Background: an optimization exercise with open tools, aiming at small area, a short achievable clock period and few clock cycles. Do not read the settings as production practice.
No functional check of the RTL was part of any run shown here.
Power and IR drop assume default switching activity.

## flow/config.mk

```make
export PLATFORM = sky130hd
export DESIGN_NAME = rlec_chan_enc
export DESIGN_NICKNAME = rlec_chan_enc
export VERILOG_FILES = /design/flow/design.v
export SDC_FILE = /design/flow/constraint.sdc
export NUM_CORES = 4
export LEC_CHECK = 0
export CAP_MARGIN = 20
export CORE_MARGIN = 2
export CORE_UTILIZATION = 60
export SLEW_MARGIN = 20
```

## flow/constraint.sdc

```tcl
create_clock -name core_clock -period 10.0 [get_ports {clk}]
set_input_delay 2.0000 -clock core_clock [delete_from_list [all_inputs] [get_ports {clk}]]
set_output_delay 2.0000 -clock core_clock [all_outputs]
set_load 0.01 [all_outputs]
```

## flow/design.v

```verilog
module rlec_chan_enc (
    input  wire        clk,
    input  wire        rst_n,
    input  wire        in_valid,
    output wire        in_ready,
    input  wire [31:0] in_data,
    input  wire        in_last,
    output reg         out_valid,
    input  wire        out_ready,
    output reg  [31:0] out_data,
    output reg  [1:0]  out_kind,
    output reg         out_last
);
    localparam NS = 15;                     
    localparam [1:0] O_IDLE = 2'd0, O_TAB = 2'd2, O_RUN = 2'd3;
    function [31:0] norm;
        input [31:0] v;
        norm = (v == 32'h80000000) ? 32'h0 : v;
    endfunction
    function [1:0] cmp31;
        input [30:0] a, b;
        reg [31:0] d, v;
        integer w, i;
        begin
            d = {1'b0, a ^ b};
            v = {1'b0, b};
            for (w = 1; w < 32; w = w * 2)
                for (i = 0; i < 32; i = i + 2 * w) begin
                    v[i] = d[i + w] ? v[i + w] : v[i];
                    d[i] = d[i + w] | d[i];
                end
            cmp31 = {d[0] & v[0], ~d[0]};
        end
    endfunction
    function [1:0] kcmp;
        input [31:0] a, b;
        reg [1:0] m;
        begin
            m = cmp31(a[30:0], b[30:0]);
            case ({a[31], b[31]})
                2'b00: kcmp = {m[1], m[0]};
                2'b01: kcmp = 2'b00;
                2'b10: kcmp = 2'b10;
                default: kcmp = {~m[1] & ~m[0], m[0]};
            endcase
        end
    endfunction
    function [3:0] enc15;
        input [NS-1:0] oh;
        integer e;
        begin
            enc15 = 4'd0;
            for (e = 0; e < NS; e = e + 1)
                if (oh[e]) enc15 = enc15 | e[3:0];
        end
    endfunction
    function [1:0] fa;
        input a, b, c;
        fa = {(a & b) | (a & c) | (b & c), a ^ b ^ c};
    endfunction
    function [3:0] pop15;
        input [4:0] s, c;
        reg [1:0] x0, x1, x2, x3, x4, y0, y1, y2, y3, z0, z1, z2, t0;
        begin
            x0 = {c[0], s[0]};
            x1 = {c[1], s[1]};
            x2 = {c[2], s[2]};
            x3 = {c[3], s[3]};
            x4 = {c[4], s[4]};
            y0 = fa(x0[0], x1[0], x2[0]);      
            y1 = fa(x3[0], x4[0], 1'b0);
            y2 = fa(x0[1], x1[1], x2[1]);      
            y3 = fa(x3[1], x4[1], 1'b0);
            z0 = fa(y0[0], y1[0], 1'b0);       
            z1 = fa(y0[1], y1[1], y2[0]);      
            z2 = fa(y3[0], z0[1], 1'b0);       
            t0 = fa(z1[0], z2[0], 1'b0);
            pop15 = {1'b0, z0[0]} + {t0, 1'b0} +
                    {({1'b0, z1[1]} + {1'b0, z2[1]}) + ({1'b0, y2[1]} + {1'b0, y3[1]}), 2'b00};
        end
    endfunction
    reg [31:0]   val   [0:NS-1];    
    reg [NS-1:0] valid_l;           
    reg [NS-1:0] valid_o;           
    reg [3:0]    cnt   [0:NS-1];    
    reg [3:0]    rank_l[0:NS-1];    
    reg [4:0]    occ;               
    reg [31:0]   dc_l;
    reg [3:0]    run_sl [0:NS-1];   
    reg [3:0]    run_so [0:NS-1];   
    reg [NS-1:0] rconv;             
    reg [13:0]   sh;                
    reg [3:0]    lpos;              
    reg [3:0]    ridx;              
    reg [3:0]    prevs;             
    reg          ir;
    reg          bfirst;            
    reg          vR, fR, lR;
    reg  [31:0]  xR;
    wire         in_fire = in_valid & ir;
    assign in_ready = ir;
    reg          l_has;             
    reg          l_done;            
    reg  [1:0]   ophase;
    wire         o_idle = (ophase == O_IDLE);
    reg          cv, cac, clast, cfa, afa;
    reg [NS-1:0] ceq, cns, clt;
    reg          chit;
    wire [NS-1:0] ch   = chit ? ceq : cns;
    wire [NS-1:0] dupm = chit ? cns : {NS{1'b0}};
    wire          calloc = cac & ~chit;                  
    wire [3:0]    cp     = {cpart[3:1], cpart[0] | ~chit};   
    reg [3:0]    cpart;             
    reg          dv, dac, dlast;
    reg [NS-1:0] dh, dinc;
    reg [4:0]    dps, dpc;          
    wire l_ready = l_done | (dv & dlast);
    wire can_load = ~out_valid | out_ready;
    wire l_none   = ~|valid_l;       
    wire hand    = l_has & l_ready & o_idle & can_load;
    wire cA      = vR & (~fR | ~l_has | hand);
    wire acA     = vR & ~fR;                  
    reg [NS-1:0] eq, lt, freev, ns;
    reg          hit;
    integer j;
    always @(*) begin
        for (j = 0; j < NS; j = j + 1) begin
            {lt[j], eq[j]} = kcmp(val[j], xR);
            eq[j] = eq[j] & valid_l[j] & ~dupm[j];
            freev[j] = ~valid_l[j] & ~valid_o[j];
        end
        hit = |eq;
        for (j = 0; j < NS; j = j + 1)         
            ns[j] = freev[j] & ~|(freev & ((15'd1 << j) - 15'd1));
    end
    wire [NS-1:0] cwr = (cv & cac) ? ch : {NS{1'b0}};
    reg  [3:0]    cnt_a;
    always @(*) begin
        cnt_a = 4'd0;
        for (j = 0; j < NS; j = j + 1)
            if (eq[j]) cnt_a = cnt_a | (cwr[j] ? cp + 4'd1 : cnt[j] + 4'd1);
    end
    reg [NS-1:0] inc_c, ahead_c;
    always @(*) begin
        for (j = 0; j < NS; j = j + 1) begin
            inc_c[j]   = valid_l[j] & ~cns[j] & ~ceq[j] &
                         (((cnt[j] == cp) & ~clt[j]) | ((cnt[j] == cp - 4'd1) & clt[j]));
            ahead_c[j] = valid_l[j] & ~cns[j] & ~ceq[j] &
                         ((cnt[j] > cp) | ((cnt[j] == cp) & clt[j]));
        end
    end
    wire [3:0] cslot = enc15(ch);
    wire       same  = (cslot == prevs);
    wire [3:0] ridx_n = cfa ? 4'd0 : ridx + {3'd0, ~same};
    wire [3:0] lpos_n = cfa ? 4'd0 : lpos + 4'd1;
    wire [3:0] pc = pop15(dps, dpc);
    reg  [4:0] ps_c, pcy_c;
    always @(*) begin
        for (j = 0; j < 5; j = j + 1)
            {pcy_c[j], ps_c[j]} = fa(ahead_c[3*j], ahead_c[3*j+1], ahead_c[3*j+2]);
    end
    reg  [3:0] rank_n [0:NS-1];
    always @(*) begin
        for (j = 0; j < NS; j = j + 1) begin
            rank_n[j] = rank_l[j];
            if (dv & dac) begin
                if (dh[j])        rank_n[j] = pc;
                else if (dinc[j]) rank_n[j] = rank_l[j] + 4'd1;
            end
        end
    end
    reg [3:0]    k;
    reg [3:0]    cur;                          
    reg [13:0]   rm;                           
    reg [NS-1:0] sel;
    reg [31:0]   tabv;
    wire [3:0]   code = run_so[0];
    wire [3:0]   tslot = enc15(sel);
    reg [3:0]    nxt;
    always @(*) begin
        tabv = 32'd0;
        for (j = 0; j < NS; j = j + 1) begin
            sel[j] = valid_o[j] & (rank_l[j] == k);
            if (sel[j]) tabv = tabv | val[j];
        end
        nxt = 4'd0;
        for (j = 0; j < 14; j = j + 1)
            if (rm[j]) nxt = j[3:0];
    end
    reg  [13:0] rm_hi;                         
    always @(*)
        for (j = 0; j < 14; j = j + 1)
            rm_hi[j] = rm[j] & ~|(rm >> (j + 1));
    wire        rlast  = ~|rm;
    wire [3:0]  rlen   = rlast ? cur + 4'd1 : cur - nxt;
    wire        o_load = ~hand & can_load & ~o_idle;
    wire        oload = hand | o_load;
    reg  [34:0] onext;
    always @(*) begin
        if (hand)
            onext = {2'd0, l_none, dc_l};
        else case (ophase)
            O_TAB:   onext = {2'd1, 1'b0, tabv};
            default: onext = {2'd2, rlast, 12'd0, code, 12'd0, rlen};
        endcase
    end
    wire       vR_n     = in_fire | (vR & ~cA);
    wire       fR_n     = in_fire ? bfirst : fR;
    wire       bfirst_n = in_fire ? in_last : bfirst;
    wire       l_has_n  = (l_has & ~hand) | (cA & fR);
    wire       l_done_n = (l_done | (dv & dlast)) & ~hand;
    wire       l_rdy_n  = l_done_n | (cv & clast);
    wire       o_idle_n = o_idle & ~hand;
    wire       hand_n   = l_has_n & l_rdy_n & o_idle_n & can_load;
    wire       commit_n = ~fR_n | ~l_has_n | hand_n;
    wire [4:0] occ_b    = occ + {4'd0, cv & calloc} + {4'd0, acA} + {4'd0, vR_n & ~fR_n};
    wire       ir_n     = (~vR_n | commit_n) & (bfirst_n | (occ_b <= 5'd14));
    wire [4:0] ofree    = (ophase == O_TAB && o_load) ? 5'd1 : 5'd0;
    always @(posedge clk) begin
        if (!rst_n) begin
            ir <= 1'b1; bfirst <= 1'b1; vR <= 1'b0;
            l_has <= 1'b0; l_done <= 1'b0;
            cv <= 1'b0; dv <= 1'b0;
            valid_l <= {NS{1'b0}}; valid_o <= {NS{1'b0}};
            occ <= 5'd0;
            ophase <= O_IDLE;
            out_valid <= 1'b0;
            {out_kind, out_last, out_data} <= 35'd0;
            xR <= 32'd0;
        end else begin
            {out_kind, out_last, out_data} <= {out_kind, out_last, out_data} ^
                ({35{oload}} & (onext ^ {out_kind, out_last, out_data}));
            xR <= xR ^ ({32{in_fire}} & (norm(in_data) ^ xR));
            ir <= ir_n;
            bfirst <= bfirst_n;
            vR <= vR_n;
            l_has  <= l_has_n;
            l_done <= l_done_n;
            cv <= cA;
            dv <= cv;
            if (hand) begin
                valid_l <= {NS{1'b0}};
            end else begin
                valid_l <= (valid_l | (acA ? ns : {NS{1'b0}})) & ~dupm;
            end
            occ <= occ + {4'd0, cv & calloc} - ofree;
            if (out_valid & out_ready) out_valid <= 1'b0;
            if (hand) begin
                valid_o <= valid_l;
                out_valid <= 1'b1;
                ophase    <= l_none ? O_IDLE : O_TAB;
            end else if (o_load) begin
                out_valid <= 1'b1;
                case (ophase)
                    O_TAB: begin
                        valid_o <= valid_o & ~sel;
                        if (~|(valid_o & ~sel)) ophase <= O_RUN;    
                    end
                    default: if (rlast) ophase <= O_IDLE;
                endcase
            end
        end
    end
    integer q;
    always @(posedge clk) begin
        if (in_fire) begin
            fR <= bfirst;
            lR <= in_last;
        end
        if (cA & fR) dc_l <= xR;
        for (j = 0; j < NS; j = j + 1) begin
            if (acA & ns[j]) val[j] <= xR;
            if (cwr[j]) cnt[j] <= cp;
        end
        if (cA) afa <= fR;             
        cac    <= acA;
        clast  <= lR;
        cfa    <= afa;
        ceq    <= eq;
        cns    <= ns;
        chit   <= acA & hit;
        cpart  <= cnt_a;
        clt    <= lt;
        dac    <= cac;
        dlast  <= clast;
        dh     <= ch;
        dinc   <= inc_c;
        dps    <= ps_c;
        dpc    <= pcy_c;
        if (cv & cac) begin
            prevs <= cslot;
            ridx  <= ridx_n;
            lpos  <= lpos_n;
            run_sl[cfa ? 4'd0 : ridx + 4'd1] <= cslot;
            sh    <= cfa ? 14'd0 : {sh[12:0], ~same};
        end
        for (j = 0; j < NS; j = j + 1) rank_l[j] <= rank_n[j];
        if (hand) begin
            for (j = 0; j < NS; j = j + 1) begin
                run_so[j] <= run_sl[j];
            end
            rm     <= sh;
            cur    <= lpos;
            k      <= 4'd0;
            rconv  <= {NS{1'b0}};
        end else if (o_load) begin
            case (ophase)
                O_TAB: begin
                    k        <= k + 4'd1;
                    for (j = 0; j < NS; j = j + 1)
                        if (~rconv[j] & (run_so[j] == tslot)) begin
                            run_so[j] <= k;
                            rconv[j]  <= 1'b1;
                        end
                end
                O_RUN: begin
                    for (q = 0; q < NS - 1; q = q + 1) run_so[q] <= run_so[q+1];
                    rm   <= rm & ~rm_hi;
                    cur  <= nxt;
                end
                default: ;
            endcase
        end
    end
endmodule
```

## flow/flow/run.sh

```bash
#!/bin/bash
# The standard layout, with ORFS's timing repair aimed at 6.7 ns of setup
# slack instead of 0 (the clock period and constraints are unchanged).
set -euo pipefail
bash standard.sh synth > synth.log 2>&1
SETUP_SLACK_MARGIN=6.7 bash standard.sh > layout.log 2>&1
```

## flow/standard.sh

```bash
#!/bin/bash
# synth_recipe.tcl (not shown) runs the flow's synth.tcl, then flattens the netlist and writes it again
# the make line also repeats each setting of config.mk as NAME=value (left out here)
make -C /OpenROAD-flow-scripts/flow DESIGN_CONFIG=/design/flow/config.mk WORK_HOME=/design/flow/orfs CLKGATE_MAP_FILE= SYNTH_SCRIPT=/design/flow/synth_recipe.tcl "${@:-finish}"
```

==> out/results.md, run 1 <==
| Metric | Reported |
| --- | --- |
| TritonCTS sink count | 1025 |
| Highest Clock Rate | 294 MHz |
| Layout Cells excl Fill | 6332 |
| Cell at the root of the clock tree | sky130_fd_sc_hd__clkbuf_16 |
| Nature of the critical path endpoint | flop |
| Power density normalized to cell area | 146 nW/um^2 |
| Max FO, Critical Path | 11 |
| Fraction of the yosys area taken by sequential cells | 51.9% |
| Ys Warns | 6 |
| RSZ-0062 raised after global routing | true |
| H-tree levels | 3 |
| Critical setup path kind | flop to flop |
| Total power | 0.00937 W |
| Max-cap violations | 0 |
| Antenna viol nets, final | 0 |
| Crit path buffers/inverters | 3 |
| Endpoint, Worst Hold | clast$_DFF_P_ |
| Floorplan die area | 93900 sq um |
| Detailed placer's ending HPWL | 120000 microns |
| Switching power summed over all nets | 0.00214 W |
| Critical path's most frequent cell | sky130_fd_sc_hd__buf_4 |
| Number of nets at the end of the flow | 5214 |
| Worst hold path startpoint | lR$_DFFE_PP_ |
| Antenna violations before repair | 5 |
| Share of synthesized flip-flops with an asynchronous set or reset | 0% |
| Area grow syn2layout | 17.0% |
| Placement row count | 110 |
| Routed len/inst | 30.6 microns |
| Logic gate share of total power | 5.8% |
| Final critical path time including I/O delays and setup | 3.40 ns |
| Number of enable-type register cells in the synthesized netlist | 798 |
| Data required time at the worst endpoint | 10.63 ns |
| Overflow left after global routing | 0 |
| Family with the most delay on the worst path | simple AND/OR/NAND/NOR gates |
| Post-synthesis average cell area | 11.2 sq um |
| Synthesized instance count | 4892 |
| Number of filler cells placed in the layout | 6496 |
| Final GP Congestion | 0.961 |
| Setup slack, reg-to-reg | 6.60 ns |
| TritonCTS clock tree | done |
| Area share of the leading cell type in the synthesized netlist | 43.7% |
| Critical path data arrival time | 4.03 ns |
| Routed Wire Length | 194000 microns |
| IO Port Bufs | 73 |
| Floorplan core area | 90300 sq um |
| Final Slew Violations | 0 |
| Final clock period utilization by the worst path | 34.0% |
| Combined global-route utilization of all metal layers | 39.6% |
| Hold path depth | 0 |
| Worst-Skew Late Latency | 0.71 ns |
| Worst slew margin relative to its limit | 25.3% |
| Class of the tightest hold or removal check | flop to flop |
| Flop pwr share | 49.6% |
| Maximum buffer depth of the clock tree | 3 |
| Largest cells by area after synthesis | sky130_fd_sc_hd__edfxtp_1, sky130_fd_sc_hd__dfxtp_1, sky130_fd_sc_hd__xor2_1 |
| Remaining DRCs | 0 |
| Maximum VDD drop | 0.173 mV |
| Ratio of cells with drive above 1 in the final layout | 15.9% |
| Hold slack | 0.345 ns |
| Total negative slack | 0 ns |
| Worst-path cell with the longest stage delay | sky130_fd_sc_hd__nor4_1 |
| Startpoint kind of the worst setup timing path | flop |
| CTS clk-pin slew, worst paths | 0.06 ns |
| Final hold violation count | 0 |
| Most repeated cell in the gate-level netlist after synthesis | sky130_fd_sc_hd__edfxtp_1 |
| Most instantiated flip-flop cell in the synthesis netlist | sky130_fd_sc_hd__edfxtp_1 |
| Cell area after technology mapping | 54900 sq um |
| Transition at the pin with the smallest max-transition slack | 1.11 ns |
| Net switching share of the total power | 22.9% |
| Internal power summed over all cells | 0.00723 W |
| Count of routing violations after the opening detailed-route iteration | 6966 |
| Syn nets | 5052 |
| Leak | 21.8 nW |
| Die extent in x | 306 microns |
| Run status | no timing/DRC/antenna violations |
| Ports placed on the boundary | 74 |
| Num CTS Buffers | 110 |
| Critical path, cell by cell | buf_12, buf_4, buf_4, xor2_1, nor4_1, and3_1, and4_1, a222oi_1, o2111ai_1, a2111oi_2, nand4_1 |
| Number of iterations in the first detailed-routing pass | 8 |
| Number of global-route vias before repair | 40.1k |
| Final setup fails | 0 |
| Global-route wire length before repair | 272000 microns |
| Vias post-DR | 42.9k |
| Vias per cell | 6.77 |
| Pin count of the biggest net entering global routing | 61 |
| Final Skew | 0.0269 ns |
| Initial Utilization | 60.8% |
| Library cell with the largest summed area after synthesis | sky130_fd_sc_hd__edfxtp_1 |
| Distinct cells, synth | 81 |
| Die Y | 306 microns |
| Commonest cells in the synthesized netlist | sky130_fd_sc_hd__edfxtp_1, sky130_fd_sc_hd__xor2_1, sky130_fd_sc_hd__nand2_1, sky130_fd_sc_hd__maj3_1, sky130_fd_sc_hd__xnor2_1 |
| Fraction of power consumed by the clock network | 44.6% |
| CP peak stage delay | 0.64 ns |
| Critical R2R Capture | cpart[2]$_DFF_P_ |
| R2r worst-path depth | 11 |
| Number of synthesized register bits | 1025 |
| Post-placement cell count | 5955 |
[worst reg2reg max path, stage by stage, from the launching register on]
cell	delay [ns]
sky130_fd_sc_hd__dfxtp_1	0.40
sky130_fd_sc_hd__buf_12	0.13
sky130_fd_sc_hd__buf_4	0.22
sky130_fd_sc_hd__buf_4	0.24
sky130_fd_sc_hd__xor2_1	0.09
sky130_fd_sc_hd__nor4_1	0.64
sky130_fd_sc_hd__and3_1	0.41
sky130_fd_sc_hd__and4_1	0.61
sky130_fd_sc_hd__a222oi_1	0.21
sky130_fd_sc_hd__o2111ai_1	0.16
sky130_fd_sc_hd__a2111oi_2	0.09
sky130_fd_sc_hd__nand4_1	0.11
[stage by stage]
stage | instance area [sq um] | utilization (%) | setup WS, ns
final | 64200 | 71.1 | 6.60
after global routing | 64200 | 71.1 | 6.59
after CTS | 62500 | 69.2 | 6.67
after detailed placement | 57000 | 63.1 | 4.49
after global placement | 57000 | 63.1 | 4.56
after floorplan | 55200 | - | 5.96
[area by class of cell]
class                      count  area [sq um]  share of cell area (%)
inverter                     150           636                   0.990
tap                         1176          1470                    2.29
multi-input combinational   3416         26100                    40.6
clock buffer                 153          3100                    4.83
sequential                  1025         28600                    44.6
antenna                        5          12.5                  0.0195
clock inverter                56           544                   0.848
timing repair buffer         351          3760                    5.86
[state kept, by name, indices dropped and copies added, names as in the netlist, 5 cells and up, named ones only]
| name | flops |
|---|---|
| val | 480 |
| cnt | 60 |
| rank_l | 60 |
| run_sl | 60 |
| run_so | 60 |
| dc_l | 32 |
| ceq | 15 |
| clt | 15 |
| cns | 15 |
| dh | 15 |
| dinc | 15 |
| rconv | 15 |
| valid_l | 15 |
| valid_o | 15 |
| rm | 14 |
| sh | 14 |
| dpc | 5 |
| dps | 5 |
| occ | 5 |
[routing by layer]
layer | global-route usage [%] | share of wire [%] | wire [microns]
met2 | 58.7 | 44 | 85000
met3 | 9.15 | 12 | 22700
met1 | 53.8 | 38 | 74000
met4 | 22.0 | 6.2 | 12100
met5 | 0.310 | 0.031 | 61
[cell usage in the layout (no fill, tap or decap), types with 33 or more instances in the layout]
cell type                           n
sky130_fd_sc_hd__a21boi_0          60
sky130_fd_sc_hd__a21oi_1          147
sky130_fd_sc_hd__a222oi_1          34
sky130_fd_sc_hd__a22o_1            46
sky130_fd_sc_hd__a22oi_1          182
sky130_fd_sc_hd__buf_12            42
sky130_fd_sc_hd__buf_4            188
sky130_fd_sc_hd__clkbuf_16        131
sky130_fd_sc_hd__clkdlybuf4s50_1   33
sky130_fd_sc_hd__dfxtp_1          178
sky130_fd_sc_hd__edfxtp_1         798
sky130_fd_sc_hd__ha_1             108
sky130_fd_sc_hd__inv_1            127
sky130_fd_sc_hd__maj3_1           255
sky130_fd_sc_hd__mux2i_1           41
sky130_fd_sc_hd__nand2_1          344
sky130_fd_sc_hd__nand2b_1          81
sky130_fd_sc_hd__nand3_1          101
sky130_fd_sc_hd__nand4_1          108
sky130_fd_sc_hd__nor2_1           187
sky130_fd_sc_hd__nor2b_1          116
sky130_fd_sc_hd__nor4_1            64
sky130_fd_sc_hd__o21ai_0          220
sky130_fd_sc_hd__xnor2_1          232
sky130_fd_sc_hd__xor2_1           420
[power by group through the flow]
stage          clock (W)  sequential (W)  combinational (W)
3_5_place_dp           0         0.00473           0.000457
6_report         0.00418         0.00464           0.000545
4_1_cts          0.00419         0.00464           0.000505
3_3_place_gp           0         0.00473           0.000453
5_1_grt          0.00435         0.00464           0.000571
2_1_floorplan          0         0.00473           0.000297
[cells by family (layout without fill, tap and decap cells)]
| logic type | count (synthesis) | count (layout) | share of synthesized area (%) |
|---|---|---|---|
| flip-flops | 1025 | 1025 | 51.9 |
| AND/OR/NAND/NOR | 1280 | 1283 | 12.1 |
| buffers and inverters | 454 | 710 | 3.40 |
| AO/OA/AOI/OAI | 978 | 978 | 12.1 |
| adder cells (fa/ha/maj) | 378 | 378 | 7.61 |
| other | 0 | 5 | 0 |
| multiplexers | 79 | 79 | 1.52 |
| XOR/XNOR | 698 | 698 | 11.3 |
[how the worst max path moves through the flow]
stage	slack [ns]	startpoint	cells after the start	end
after global routing	6.59	flop	10	cpart[2]$_DFF_P_
after CTS	6.67	fR$_DFF_P_	9	ir$_SDFF_PN1_
after global placement	4.56	out_ready	8	rm[3]$_DFFE_PP_
final	6.60	flop	11	cpart[2]$_DFF_P_
after floorplan	5.96	valid_l[1]$_SDFF_PP0_	7	val[13][0]$_DFFE_PP_
after detailed placement	4.49	out_ready	7	run_so[4][1]$_DFFE_PP_
[what timing repair did]
action	in CTS	in global routing
pin swaps	24	38
buffers inserted	75	63
gates resized for setup	414	161
hold buffers	0	0
gates cloned	10	15
endpoints found under the setup margin	488	335
==> run 2, diff against run 1 <==
--- a/flow/design.v
+++ b/flow/design.v
@@ -17,32 +17,27 @@
         input [31:0] v;
         norm = (v == 32'h80000000) ? 32'h0 : v;
     endfunction
-    function [1:0] cmp31;
-        input [30:0] a, b;
+    function [31:0] okey;
+        input [31:0] v;
+        okey = {~v[31], v[30:0] ^ {31{v[31]}}};
+    endfunction
+    function [31:0] ikey;
+        input [31:0] k;
+        ikey = {~k[31], k[30:0] ^ {31{~k[31]}}};
+    endfunction
+    function [1:0] cmp32;
+        input [31:0] a, b;
         reg [31:0] d, v;
         integer w, i;
         begin
-            d = {1'b0, a ^ b};
-            v = {1'b0, b};
+            d = a ^ b;
+            v = b;
             for (w = 1; w < 32; w = w * 2)
                 for (i = 0; i < 32; i = i + 2 * w) begin
                     v[i] = d[i + w] ? v[i + w] : v[i];
                     d[i] = d[i + w] | d[i];
                 end
-            cmp31 = {d[0] & v[0], ~d[0]};
-        end
-    endfunction
-    function [1:0] kcmp;
-        input [31:0] a, b;
-        reg [1:0] m;
-        begin
-            m = cmp31(a[30:0], b[30:0]);
-            case ({a[31], b[31]})
-                2'b00: kcmp = {m[1], m[0]};
-                2'b01: kcmp = 2'b00;
-                2'b10: kcmp = 2'b10;
-                default: kcmp = {~m[1] & ~m[0], m[0]};
-            endcase
+            cmp32 = {d[0] & v[0], ~d[0]};
         end
     endfunction
     function [3:0] enc15;
@@ -125,7 +120,7 @@
     integer j;
     always @(*) begin
         for (j = 0; j < NS; j = j + 1) begin
-            {lt[j], eq[j]} = kcmp(val[j], xR);
+            {lt[j], eq[j]} = cmp32(val[j], xR);
             eq[j] = eq[j] & valid_l[j] & ~dupm[j];
             freev[j] = ~valid_l[j] & ~valid_o[j];
         end
@@ -198,9 +193,9 @@
     reg  [34:0] onext;
     always @(*) begin
         if (hand)
-            onext = {2'd0, l_none, dc_l};
+            onext = {2'd0, l_none, ikey(dc_l)};
         else case (ophase)
-            O_TAB:   onext = {2'd1, 1'b0, tabv};
+            O_TAB:   onext = {2'd1, 1'b0, ikey(tabv)};
             default: onext = {2'd2, rlast, 12'd0, code, 12'd0, rlen};
         endcase
     end
@@ -230,7 +225,7 @@
         end else begin
             {out_kind, out_last, out_data} <= {out_kind, out_last, out_data} ^
                 ({35{oload}} & (onext ^ {out_kind, out_last, out_data}));
-            xR <= xR ^ ({32{in_fire}} & (norm(in_data) ^ xR));
+            xR <= xR ^ ({32{in_fire}} & (okey(norm(in_data)) ^ xR));
             ir <= ir_n;
             bfirst <= bfirst_n;
             vR <= vR_n;
==> flow/flow/run.sh (replaced) <==
#!/bin/bash
# The standard layout, with ORFS's timing repair aimed at 6.8 ns of setup
# slack instead of 0 (the clock period and constraints are unchanged).
set -euo pipefail
bash standard.sh synth > synth.log 2>&1
SETUP_SLACK_MARGIN=6.8 bash standard.sh > layout.log 2>&1
==> run 2 against run 1 <==
Total power increased by 1.8%. Register-to-register slack better by 0.04 ns. Die area is 0.83% higher. Critical path depth shrank 4. Synthesized cell count increased by 1.0%. Global-route usage up 0.70 points. Core utilization down 1.1 points. Still clean. Highest routed layer unchanged. Fmax grew 1.1%.
==> out/results.md, run 2 <==
| Metric | Reported | vs previous |
| --- | --- | --- |
| Power density normalized to cell area | 149 nW/um^2 | +2.0% |
| IO Port Bufs | 73 | unchanged |
| Register name with the most flops | val |  |
| TritonCTS sink count | 1025 | unchanged |
| Final hold violation count | 0 | unchanged |
| Num CTS Buffers | 110 | unchanged |
| Max FO, Critical Path | 28 | +17 |
| Cell area after technology mapping | 55300 sq um | +0.84% |
| Largest cells by area after synthesis | sky130_fd_sc_hd__edfxtp_1, sky130_fd_sc_hd__dfxtp_1, sky130_fd_sc_hd__xnor2_1 |  |
| Class of the tightest hold or removal check | flop to flop |  |
| Setup slack, reg-to-reg | 6.63 ns | +0.04 ns |
| Met3 Usage GRT | 8.61% | -0.54 points |
| Die Y | 308 microns | +0.41% |
| Syn nets | 5103 | +1.0% |
| Floorplan core area | 91500 sq um | +1.4% |
| Final critical path time including I/O delays and setup | 3.37 ns | -0.0367 ns |
| Worst hold path startpoint | clast$_DFF_P_ |  |
| Remaining DRCs | 0 | unchanged |
| Grt peak-use layer | met2 |  |
| H-tree levels | 3 | unchanged |
| Number of nets at the end of the flow | 5236 | +0.42% |
| Maximum VDD drop | 0.153 mV | -12% |
| Most instantiated flip-flop cell in the synthesis netlist | sky130_fd_sc_hd__edfxtp_1 |  |
| Area share of the leading cell type in the synthesized netlist | 43.3% | -0.36 points |
| Most common library cell in the layout ignoring fill and taps | sky130_fd_sc_hd__edfxtp_1 |  |
| Library cell with the largest summed area after synthesis | sky130_fd_sc_hd__edfxtp_1 |  |
| Commonest non-fill, non-tap cells in the layout | sky130_fd_sc_hd__edfxtp_1, sky130_fd_sc_hd__xnor2_1, sky130_fd_sc_hd__xor2_1 |  |
| Total negative slack | 0 ns | unchanged |
| Leak | 22.1 nW | +1.3% |
| Share of synthesized flip-flops with an asynchronous set or reset | 0% | unchanged |
| Transition at the pin with the smallest max-transition slack | 1.19 ns | +0.0764 ns |
| Final Skew | 0.0332 ns | +0.00632 ns |
| GRT met1 Usage | 54.8% | +1.0 points |
| Highest Clock Rate | 297 MHz | +1.1% |
| Nature of the critical path endpoint | flop |  |
| Endpoint, Worst Hold | dlast$_DFF_P_ |  |
| Area grow syn2layout | 15.9% |  |
| Commonest cells in the synthesized netlist | sky130_fd_sc_hd__edfxtp_1, sky130_fd_sc_hd__xnor2_1, sky130_fd_sc_hd__xor2_1, sky130_fd_sc_hd__maj3_1, sky130_fd_sc_hd__nand2_1 |  |
| Number of global-route vias before repair | 40.5k | +0.99% |
| Final setup fails | 0 | unchanged |
| Routed Wire Length | 196000 microns | +0.88% |
| Flip-flop count of the largest register after layout | 480 | unchanged |
| Antenna viol nets, final | 0 | unchanged |
| Floorplan die area | 94700 sq um | +0.83% |
| Critical R2R Capture | clt[4]$_DFF_P_ |  |
| Hold path depth | 0 | unchanged |
| Final GP Congestion | 0.946 | -1.6% |
| Critical setup path kind | flop to flop |  |
| Number of iterations in the first detailed-routing pass | 8 | unchanged |
| Routed len/inst | 30.7 microns | +0.37% |
| Count of routing violations after the opening detailed-route iteration | 6207 | -11% |
| Combined global-route utilization of all metal layers | 40.3% | +0.70 points |
| Detailed placer's ending HPWL | 122000 microns | +1.3% |
| Die extent in x | 308 microns | +0.41% |
| Placement row count | 111 | +0.91% |
| Critical path data arrival time | 3.86 ns | -0.17 ns |
| TritonCTS clock tree | done |  |
| Ports placed on the boundary | 74 | unchanged |
| Final Slew Violations | 0 | unchanged |
| Synthesized instance count | 4943 | +1.0% |
| Number of synthesized register bits | 1025 | unchanged |
| Data required time at the worst endpoint | 10.49 ns | -0.14 ns |
| CTS clk-pin slew, worst paths | 0.06 ns | about the same |
| Post-synthesis average cell area | 11.2 sq um | -0.20% |
| Vias per cell | 6.76 | -0.15% |
| Total power | 0.00954 W | +1.8% |
| Distinct cells, synth | 87 | +7.4% |
| Startpoint kind of the worst setup timing path | flop |  |
| RSZ-0062 raised after global routing | true |  |
| Ratio of cells with drive above 1 in the final layout | 15.3% | -0.58 points |
| Post-CTS Hold Buffers | 0 | unchanged |
| Antenna violations before repair | 10 | +5 |
| Overflow left after global routing | 0 | unchanged |
| Global-route wire length before repair | 277000 microns | +2.1% |
| Cell at the root of the clock tree | sky130_fd_sc_hd__clkbuf_16 |  |
| Vias post-DR | 43.0k | +0.35% |
| Number of filler cells placed in the layout | 6727 | +3.6% |
| R2r worst-path depth | 7 | -4 |
| Most repeated cell in the gate-level netlist after synthesis | sky130_fd_sc_hd__edfxtp_1 |  |
| Run status | no timing/DRC/antenna violations |  |
| Hold slack | 0.353 ns | +0.00872 ns |
| Number of enable-type register cells in the synthesized netlist | 798 | unchanged |
| Worst slew margin relative to its limit | 20.1% | -5.2 points |
| Maximum buffer depth of the clock tree | 3 | unchanged |
| Met2 global-route usage | 59.9% | +1.2 points |
| Fraction of the yosys area taken by sequential cells | 51.5% | -0.43 points |
| Final clock period utilization by the worst path | 33.7% | -0.37 points |
| Pin count of the biggest net entering global routing | 65 | +6.6% |
| Max-cap violations | 0 | unchanged |
| Initial Utilization | 60.5% | -0.32 points |
| Ys Warns | 6 | unchanged |
| Worst-Skew Late Latency | 0.71 ns | about the same |
==> run 2: cell types whose count changed after synthesis, moves of 15 or more <==
cell	before	now
sky130_fd_sc_hd__nand2b_1	84	39
sky130_fd_sc_hd__buf_2	70	92
sky130_fd_sc_hd__a21oi_1	163	206
sky130_fd_sc_hd__xnor2_1	235	406
sky130_fd_sc_hd__a22o_1	47	27
sky130_fd_sc_hd__a21boi_0	61	24
sky130_fd_sc_hd__nor3_1	37	97
sky130_fd_sc_hd__xor2_1	453	390
sky130_fd_sc_hd__nand2_1	352	264
sky130_fd_sc_hd__nor4_1	113	93
sky130_fd_sc_hd__clkbuf_1	191	173
sky130_fd_sc_hd__nand3_1	105	126
sky130_fd_sc_hd__inv_1	144	159
==> run 2: metal layers <==
metal / up-vias / part of all wire [%]
li1: 18530 / -
met1: 21107 / 38
met2: 2827 / 44
met3: 579 / 12
met4: 6 / 6.4
met5: - / 0.019
==> run 2: how the worst max path moves through the flow <==
stage | from | endpoint | slack (ns)
after floorplan | fR$_DFF_P_ | val[1][0]$_DFFE_PP_ | 5.63
after global placement | out_ready | ophase[1]$_SDFFE_PN0P_ | 4.80
after detailed placement | out_ready | ophase[1]$_SDFFE_PN0P_ | 4.78
after CTS | flop | clt[7]$_DFF_P_ | 6.68
after global routing | flop | clt[4]$_DFF_P_ | 6.61
final | flop | clt[4]$_DFF_P_ | 6.63
==> run 2: power by group <==
group          switching [W]  total [W]  internal [W]
Sequential         0.0000427    0.00467       0.00463
Clock                0.00176    0.00416       0.00240
Combinational       0.000446   0.000702      0.000256
==> run 2: cell families (layout without fill, tap and decap cells) <==
logic type / Yosys count / after routing / share of synthesized area, %
buffers and inverters: 485 / 705 / 3.66
other: 0 / 8 / 0
XOR/XNOR: 796 / 796 / 12.6
multiplexers: 81 / 81 / 1.55
adder cells (fa/ha/maj): 396 / 396 / 7.88
AO/OA/AOI/OAI: 946 / 946 / 11.3
flip-flops: 1025 / 1025 / 51.5
AND/OR/NAND/NOR: 1214 / 1221 / 11.5
==> run 2: timing repair <==
action	in CTS	in global routing
setup endpoints to repair	568	364
pin swaps	19	52
gates resized for setup	437	167
setup buffers	75	50
cloned	15	5
==> run 2: through the flow <==
step | cells | util [%] | instance area [sq um] | setup WS [ns]
after floorplan | 4943 | - | 55600 | 5.63
after global placement | 6005 | 62.7 | 57400 | 4.80
after detailed placement | 6005 | 62.7 | 57400 | 4.78
after CTS | 6301 | 68.8 | 62900 | 6.68
after global routing | 6357 | 70.0 | 64100 | 6.61
final | 6364 | 70.1 | 64100 | 6.63
==> run 2: layout make-up <==
class | count | area (sq um) | area share, %
diodes | 8 | 20.0 | 0.0312
clock buffers | 146 | 3100 | 4.84
clock inverters | 60 | 547 | 0.853
inverters | 172 | 711 | 1.11
multi-input cells | 3440 | 26100 | 40.8
flip-flops and latches | 1025 | 28600 | 44.6
well taps | 1186 | 1480 | 2.31
repair buffers | 327 | 3490 | 5.44
==> run 2: worst max-delay path, stage by stage (launching register included) <==
cell and delay, ns:
sky130_fd_sc_hd__dfxtp_1 0.43, sky130_fd_sc_hd__buf_6 0.33, sky130_fd_sc_hd__xor2_1 0.12, sky130_fd_sc_hd__nor4_1 0.66
sky130_fd_sc_hd__nand2_1 0.32, sky130_fd_sc_hd__nand4bb_1 0.18, sky130_fd_sc_hd__a21boi_0 0.79, sky130_fd_sc_hd__a22oi_1 0.32
==> run 3, diff against run 2 <==
==> flow/flow/run.sh (replaced) <==
#!/bin/bash
# The standard layout, with ORFS's timing repair aimed at 6.9 ns of setup
# slack instead of 0 (the clock period and constraints are unchanged).
set -euo pipefail
bash standard.sh synth > synth.log 2>&1
SETUP_SLACK_MARGIN=6.9 bash standard.sh > layout.log 2>&1
==> run 3 against run 2 <==
Still clean. Non-clock buffer count is 84 higher. Fmax fell by 3.2%. Worst setup slack got worse by 0.11 ns. Wire length is 4.1% higher. Synthesized cell count unchanged. Combinational power grew 7.7%. Critical path depth grew 5. Critical path type unchanged. Highest routed layer unchanged.
==> out/results.md, run 3 <==
| Metric | Reported | vs previous |
| --- | --- | --- |
| Run status | no timing/DRC/antenna violations |  |
| Critical setup path kind | flop to flop |  |
| Power density normalized to cell area | 146 nW/um^2 | -2.1% |
| RSZ-0062 raised after global routing | true |  |
| Final Slew Violations | 0 | unchanged |
| Number of enable-type register cells in the synthesized netlist | 798 | unchanged |
| Count of routing violations after the opening detailed-route iteration | 6609 | +6.5% |
| Startpoint kind of the worst setup timing path | flop |  |
| Worst hold path startpoint | lR$_DFFE_PP_ |  |
| Most common library cell in the layout ignoring fill and taps | sky130_fd_sc_hd__edfxtp_1 |  |
| Cell area after technology mapping | 55300 sq um | unchanged |
| Endpoint, Worst Hold | clast$_DFF_P_ |  |
| Met3 wire length | 23400 microns | +2.6% |
| Ys Warns | 6 | unchanged |
| Class of the tightest hold or removal check | flop to flop |  |
| Critical path, cell by cell | buf_12, xor2_1, nor4_1, buf_4, a222oi_1, nand4bb_1, buf_6, buf_12, xnor2_4, nand3_2, or4_4, nand2_4 |  |
| Final clock period utilization by the worst path | 34.8% | +1.1 points |
| Post-synthesis average cell area | 11.2 sq um | unchanged |
| Placement row count | 111 | unchanged |
| CTS clk-pin slew, worst paths | 0.07 ns | about the same |
| Num CTS Buffers | 109 | -0.91% |
| Vias per cell | 6.79 | +0.41% |
| Max-cap violations | 0 | unchanged |
| Area grow syn2layout | 19.0% |  |
| Commonest cells in the synthesized netlist | sky130_fd_sc_hd__edfxtp_1, sky130_fd_sc_hd__xnor2_1, sky130_fd_sc_hd__xor2_1, sky130_fd_sc_hd__maj3_1, sky130_fd_sc_hd__nand2_1 |  |
| Commonest non-fill, non-tap cells in the layout | sky130_fd_sc_hd__edfxtp_1, sky130_fd_sc_hd__xnor2_1, sky130_fd_sc_hd__xor2_1 |  |
| CP peak stage delay | 0.94 ns | +0.15 ns |
| Distinct cells, synth | 87 | unchanged |
| Ratio of cells with drive above 1 in the final layout | 18.8% | +3.4 points |
| Nature of the critical path endpoint | flop |  |
| H-tree levels | 3 | unchanged |
| Critical R2R Capture | run_so[14][3]$_DFFE_PP_ |  |
| Maximum buffer depth of the clock tree | 3 | unchanged |
| Detailed placer's ending HPWL | 124000 microns | +1.9% |
| Number of iterations in the first detailed-routing pass | 7 | -1 |
| Most instantiated flip-flop cell in the synthesis netlist | sky130_fd_sc_hd__edfxtp_1 |  |
| Antenna viol nets, final | 0 | unchanged |
| Cell at the root of the clock tree | sky130_fd_sc_hd__clkbuf_16 |  |
| Max FO, Critical Path | 9 | -68% |
| Worst-path cell with the longest stage delay | sky130_fd_sc_hd__a222oi_1 |  |
| TritonCTS sink count | 1025 | unchanged |
| Die Y | 308 microns | unchanged |
| Synthesized instance count | 4943 | unchanged |
| Critical path's most frequent cell | sky130_fd_sc_hd__buf_12 |  |
| Top layer in use | met5 |  |
| Number of global-route vias before repair | 40.5k | +0.037% |
| Final Skew | 0.0357 ns | +0.00248 ns |
| Total negative slack | 0 ns | unchanged |
| Floorplan core area | 91500 sq um | unchanged |
| Area share of the leading cell type in the synthesized netlist | 43.3% | unchanged |
| Transition at the pin with the smallest max-transition slack | 1.35 ns | +0.157 ns |
| Most repeated cell in the gate-level netlist after synthesis | sky130_fd_sc_hd__edfxtp_1 |  |
| Share of synthesized flip-flops with an asynchronous set or reset | 0% | unchanged |
| Antenna violations before repair | 4 | -6 |
| Fraction of the yosys area taken by sequential cells | 51.5% | unchanged |
| Data required time at the worst endpoint | 10.42 ns | -0.07 ns |
| Worst-Skew Late Latency | 0.72 ns | about the same |
| Register name with the most flops | val |  |
| Combined global-route utilization of all metal layers | 41.5% | +1.2 points |
| Routed Wire Length | 204000 microns | +4.1% |
| Final GP Congestion | 0.949 | +0.38% |
| Library cell with the largest summed area after synthesis | sky130_fd_sc_hd__edfxtp_1 |  |
| TritonCTS clock tree | done |  |
| Overflow left after global routing | 0 | unchanged |
| Worst slack at placement | 5.07 ns | +0.287 ns |
| Highest Clock Rate | 288 MHz | -3.2% |
| Maximum VDD drop | 0.143 mV | -6.5% |
| Number of nets at the end of the flow | 5325 | +1.7% |
| Vias post-DR | 43.8k | +1.7% |
| WL met1 | 75900 microns | +1.8% |
| Final setup fails | 0 | unchanged |
| Global-route wire length before repair | 284000 microns | +2.2% |
| Leak | 22.9 nW | +3.3% |
| Post-CTS Hold Buffers | 0 | unchanged |
| Worst slew margin relative to its limit | 9.43% | -11 points |
| IO Port Bufs | 73 | unchanged |
| Family with the most delay on the worst path | compound AO/OA/AOI/OAI gates |  |
| Critical path data arrival time | 3.89 ns | +0.03 ns |
| Number of synthesized register bits | 1025 | unchanged |
| Hold path depth | 0 | unchanged |
| Instance count on the critical path | 12 | +5 |
| Remaining DRCs | 0 | unchanged |
| Initial Utilization | 60.5% | unchanged |
| Syn nets | 5103 | unchanged |
| Ports placed on the boundary | 74 | unchanged |
| Setup slack, reg-to-reg | 6.52 ns | -0.11 ns |
| Crit path buffers/inverters | 4 | +3 |
| R2r worst-path depth | 12 | +5 |
| R2R Path Start | k[0]$_SDFFE_PP0P_ |  |
| Routed length on met2 | 88800 microns | +3.7% |
| Largest cells by area after synthesis | sky130_fd_sc_hd__edfxtp_1, sky130_fd_sc_hd__dfxtp_1, sky130_fd_sc_hd__xnor2_1 |  |
| Final critical path time including I/O delays and setup | 3.48 ns | +0.111 ns |
| Pin count of the biggest net entering global routing | 75 | +15% |
| Final hold violation count | 0 | unchanged |
| Floorplan die area | 94700 sq um | unchanged |
| Final setup slack of the worst path | 6.52 ns | -0.111 ns |
| Routed len/inst | 31.6 microns | +2.8% |
| Flip-flop count of the largest register after layout | 480 | unchanged |
| Die extent in x | 308 microns | unchanged |
## run 3: layout make-up
cell class,count,area (sq um)
sequential,1025,28600
multi-input combinational,3445,26800
fill,6431,25700
timing repair buffer,411,4560
clock buffer,150,3100
tap,1186,1480
inverter,172,733
clock inverter,54,532
timing repair inverter,1,5.00
antenna,2,5.00
## run 3: cells by family after synthesis
family | Yosys count | synth area share (%)
and+or+nand+nor | 1214 | 11.5
DFF | 1025 | 51.5
AOI/OAI and AO/OA | 946 | 11.3
xor gates and xnor gates | 796 | 12.6
buffers and inverters | 485 | 3.66
adders and majority gates | 396 | 7.88
muxes | 81 | 1.55
## run 3: how the worst max path moves through the flow
stage,from,to,slack (ns)
CTS,k[1]$_SDFFE_PP0P_,run_so[14][3]$_DFFE_PP_,6.72
global placement,out_ready,run_so[5][3]$_DFFE_PP_,5.12
global route,k[0]$_SDFFE_PP0P_,run_so[14][3]$_DFFE_PP_,6.51
detailed placement,out_ready,rm[10]$_DFFE_PP_,5.07
finish,k[0]$_SDFFE_PP0P_,run_so[14][3]$_DFFE_PP_,6.52
floorplan,fR$_DFF_P_,val[1][0]$_DFFE_PP_,5.63
## run 3: what timing repair did
item / in CTS / in global routing
gates resized for setup: 563 / 221
setup buffers: 134 / 71
cloned: 28 / 10
setup endpoints to repair: 659 / 363
pin swaps: 64 / 70
## run 3: per-stage QoR
| step | cell area, sq um | power (W) | cells | hold WS [ns] | utilization, % |
|---|---|---|---|---|---|
| floorplan | 56000 | 0.00519 | 4943 | 0.323 | - |
| global placement | 57600 | 0.00538 | 5997 | 0.329 | 62.9 |
| detailed placement | 57600 | 0.00539 | 5997 | 0.339 | 62.9 |
| CTS | 64500 | 0.00954 | 6363 | 0.352 | 70.4 |
| global route | 65800 | 0.00979 | 6444 | 0.352 | 71.9 |
| finish | 65800 | 0.00959 | 6446 | 0.351 | 71.9 |
## run 3: layer usage
layer	track usage, %	up-vias
met5	0	-
met4	26.1	6
met3	9.84	659
met2	61.9	2899
met1	54.6	21514
li1	-	18706
## run 3: where the power goes
| part | internal (W) | total [W] | switching, W |
|---|---|---|---|
| Sequential | 0.00463 | 0.00468 | 0.0000482 |
| Clock | 0.00240 | 0.00415 | 0.00176 |
| Combinational | 0.000293 | 0.000756 | 0.000463 |
| Total | 0.00732 | 0.00959 | 0.00227 |
## run 3: worst reg2reg max path: stages (launching register included)
cell and delay (ns):
sky130_fd_sc_hd__dfxtp_2 0.36, sky130_fd_sc_hd__buf_12 0.15, sky130_fd_sc_hd__xor2_1 0.17, sky130_fd_sc_hd__nor4_1 0.09
sky130_fd_sc_hd__buf_4 0.16, sky130_fd_sc_hd__a222oi_1 0.94, sky130_fd_sc_hd__nand4bb_1 0.22, sky130_fd_sc_hd__buf_6 0.20
sky130_fd_sc_hd__buf_12 0.15, sky130_fd_sc_hd__xnor2_4 0.14, sky130_fd_sc_hd__nand3_2 0.08, sky130_fd_sc_hd__or4_4 0.44
sky130_fd_sc_hd__nand2_4 0.10

## separate check: timing with driven ports
The flow's constraints put no driver on any port. The routed layouts listed below were extracted and timed again, unchanged, in two steps. Step 1 assumes that a clkbuf_16 drives the clock port and a buf_2 every other input. Step 2, shift: input delay + t, output delay - t, t = (earliest + latest rising clock arrival at the registers) / 2. This alone moves slack from input paths to output paths. Slacks: ideal ports / drivers / drivers and shift; pairs: ideal ports / drivers.
run | t, ns | slack for setup (ns) | worst setup path at the end | clock arrival spread, ns | worst register clock-pin slew, ns
run 1 | 0.774 | 6.597 / 6.597 / 5.942 | input to register | 0.029 / 0.029 | 0.07 / 0.07
run 2 | 0.767 | 6.634 / 6.634 / 6.114 | input to register | 0.034 / 0.034 | 0.07 / 0.07
run 3 | 0.768 | 6.523 / 6.523 / 6.197 | input to register | 0.036 / 0.036 | 0.07 / 0.07
After both steps setup and hold are still met in every run listed. For run 1, which loses most, drivers alone change the setup slack by 0.000 ns; drivers and shift together by -0.655 ns.
